From an optimization exercise on the open Yosys and OpenROAD flow, aimed at small area, a short achievable clock period and few clock cycles; shortcuts taken in it are not production practice. The RTL was checked by simulation tests, not by an equivalence proof against the original design. Power figures rest on the tool's default switching activity, not on a simulated workload.

## lwc_spe
module lwc_spe (
    input  wire       clk,
    input  wire       rst,             
    input  wire       req_valid,
    output wire       req_ready,
    input  wire [1:0] req_op,          
    input  wire [7:0] req_in_len,
    input  wire [7:0] req_key_len,
    input  wire [7:0] req_ad_len,
    input  wire [7:0] req_nonce_len,   
    output reg  [1:0] buf_sel,         
    output reg  [7:0] buf_addr,
    input  wire [7:0] buf_data,
    output wire       res_valid,
    input  wire       res_ready,
    output wire [7:0] res_data,
    output wire       rsp_valid,
    input  wire       rsp_ready,
    output reg        rsp_ok,
    output reg  [3:0] rsp_err_class,
    output reg  [3:0] rsp_err_stage,
    output reg  [7:0] rsp_err_code,
    output wire       rsp_err_known,
    output reg        rsp_trace_valid,
    output reg        rsp_flags_valid,
    output reg        rsp_key_is_done,
    output reg        rsp_input_min_len,
    output wire       tx_valid,
    input  wire       tx_ready,
    output reg  [7:0] tx_data,
    output wire       tx_last,
    output wire       link_flush,
    input  wire       rx_valid,
    output wire       rx_ready,
    input  wire [7:0] rx_data,
    input  wire       rx_last,
    input  wire       rx_empty,        
    output wire       inst_arm,
    output wire       cap_req,
    input  wire       cap_done,
    input  wire       cap_timeout,
    output wire       inst_trace,
    output wire       ent_req,
    input  wire [7:0] ent_data
);
    localparam [7:0] MAX_INPUT_LEN  = 8'd200;
    localparam [7:0] KEY_LEN        = 8'd32;
    localparam [7:0] MAX_AD_LEN     = 8'd160;
    localparam [4:0] NONCE_LEN      = 5'd16;
    localparam [7:0] CHUNK_SIZE     = 8'd100;
    localparam [1:0] OP_ENC = 2'd0, OP_DEC = 2'd1, OP_HASH = 2'd2, OP_STATUS = 2'd3;
    localparam [7:0] T_I = 8'h69, T_K = 8'h6B, T_A = 8'h61, T_P = 8'h70, T_H = 8'h68,
  ...
==> flow/config.mk <==
export PLATFORM = sky130hd
export DESIGN_NAME = lwc_spe
export DESIGN_NICKNAME = lwc_spe
export VERILOG_FILES = /design/flow/design.v
export SDC_FILE = /design/flow/constraint.sdc
export NUM_CORES = 4
export LEC_CHECK = 0
export CAP_MARGIN = 20
export CORE_MARGIN = 2
export CORE_UTILIZATION = 65
export CTS_CLUSTER_DIAMETER = 50
export CTS_CLUSTER_SIZE = 25
export SETUP_SLACK_MARGIN = 4.0
export SLEW_MARGIN = 20
==> flow/constraint.sdc <==
create_clock -name core_clock -period 7.0 [get_ports {clk}]
set_input_delay 1.4000 -clock core_clock [delete_from_list [all_inputs] [get_ports {clk}]]
set_output_delay 1.4000 -clock core_clock [all_outputs]
set_load 0.01 [all_outputs]
standard.sh (not shown) runs the stock make flow with config.mk's settings and CLKGATE_MAP_FILE= SYNTH_SCRIPT=/design/flow/synth_recipe.tcl, a recipe that flattens the netlist after the stock synthesis.
==> flow/flow/run.sh <==
#!/bin/bash
# The standard layout, with two changes to how the ports are buffered: each port
# gets a sky130_fd_sc_hd__buf_2 instead of the smallest buffer, and timing repair
# may resize cells across footprints. Every tool's output goes to flow_make.log
# here (and ORFS's own per-step logs under orfs/logs/).
set -euo pipefail
bash standard.sh MATCH_CELL_FOOTPRINT=0 \
    "BUFFER_PORTS_ARGS=-buffer_cell sky130_fd_sc_hd__buf_2" finish > flow_make.log 2>&1
Testbench counts at the start, summed over its fixed seeds: cycles 73,899.
Edit:
--- a/flow/config.mk
+++ b/flow/config.mk
@@ -11,4 +11,4 @@
 export CTS_CLUSTER_DIAMETER = 50
 export CTS_CLUSTER_SIZE = 25
-export SETUP_SLACK_MARGIN = 4.0
+export SETUP_SLACK_MARGIN = 4.4
 export SLEW_MARGIN = 20
Fmax goes up by 6.7%.
Worst hold slack is about the same.
Via count goes up by 3.1%.
Final area went up by 3.0%.
Synthesized cell count is unchanged.
Setup slack gains 0.18 ns.
Final cell count increases by 2.4%.
Edit:
--- a/flow/config.mk
+++ b/flow/config.mk
@@ -6,4 +6,5 @@
 export NUM_CORES = 4
 export LEC_CHECK = 0
+export ABC_AREA = 1
 export CAP_MARGIN = 20
 export CORE_MARGIN = 2
The changed run completed with no timing, DRC or antenna violations.
Non-clock buffer count shrinks by 14.
Count of clock-buffer cells in the layout goes up by 1.
Cell count increases by 8.4%.
Design area falls by 0.34%.
Global-route usage rose by 2.7 points.
Edit:
--- a/flow/config.mk
+++ b/flow/config.mk
@@ -6,5 +6,4 @@
 export NUM_CORES = 4
 export LEC_CHECK = 0
-export ABC_AREA = 1
 export CAP_MARGIN = 20
 export CORE_MARGIN = 2
@@ -12,4 +11,4 @@
 export CTS_CLUSTER_DIAMETER = 50
 export CTS_CLUSTER_SIZE = 25
-export SETUP_SLACK_MARGIN = 4.4
+export SETUP_SLACK_MARGIN = 4.3
 export SLEW_MARGIN = 20
=>
- total power is about the same
- routed wire length went down by roughly a tenth
- sequential share of layout area went up by 0.52 points
- utilization went down by 0.54 points
- synthesized cell count went down by roughly a tenth
- final area went down slightly
- maximum frequency went up slightly
- clock power is about the same
Edit:
--- a/flow/config.mk
+++ b/flow/config.mk
@@ -11,4 +11,5 @@
 export CTS_CLUSTER_DIAMETER = 50
 export CTS_CLUSTER_SIZE = 25
+export PLACE_DENSITY = 0.72
 export SETUP_SLACK_MARGIN = 4.3
 export SLEW_MARGIN = 20
Effect: Global-route usage increases by 0.50 points. Utilization decreases by 0.40 points. Total power decreases by 1.9%. Via count hardly moves. First-iteration DRC count decreases by 6.5%. Setup slack gets better by 0.0076 ns. Area after synthesis does not change.
Edit:
--- a/flow/config.mk
+++ b/flow/config.mk
@@ -11,5 +11,4 @@
 export CTS_CLUSTER_DIAMETER = 50
 export CTS_CLUSTER_SIZE = 25
-export PLACE_DENSITY = 0.72
-export SETUP_SLACK_MARGIN = 4.3
+export SETUP_SLACK_MARGIN = 4.8
 export SLEW_MARGIN = 20
Effect:
- final area came out higher by 4.8%
- setup slack improves by 0.036 ns
- register-to-register slack is worse by 0.02 ns
- die area does not change
- maximum frequency rose by 1.3%

[port drivers added, routing unchanged]
The flow's constraints put no driver on any port. The routed layouts listed below were extracted and timed again, unchanged, in two steps.
Step 1 sets driving cells, clkbuf_16 on the clock port and buf_2 on the other inputs (assumed; they add their load-dependent delay and slew).
Step 2 times the ports against the registers' clock, not the clock port: input delays grow and output delays shrink by t, the midpoint of the rising clock arrivals with the driver on.
Slacks: no drivers / after step 1 / after step 2; pairs: no drivers / after step 1.
run	shift t [ns]	setup slack, ns	worst hold slack (ns)	slew at the worst register clock pin (ns)	worst data-port slew with drivers (ns)
the first run	0.718	4.074 / 4.074 / 3.410	0.400 / 0.400 / 0.400	0.11 / 0.11	0.06
the second run	0.711	4.258 / 4.195 / 3.608	0.399 / 0.399 / 0.399	0.09 / 0.09	0.06
the third run	0.727	4.207 / 4.142 / 3.704	0.384 / 0.384 / 0.384	0.10 / 0.10	0.04
the fourth run	0.723	4.261 / 4.212 / 3.548	0.385 / 0.385 / 0.385	0.10 / 0.10	0.06
the fifth run	0.724	4.269 / 4.201 / 3.596	0.394 / 0.394 / 0.394	0.11 / 0.11	0.07
the sixth run	0.728	4.304 / 4.237 / 3.645	0.379 / 0.379 / 0.379	0.11 / 0.11	0.06
After both steps every run listed still meets setup and hold. The setup slack of the fourth run, which loses most, moves by -0.049 ns with the drivers and by -0.713 ns with both steps.
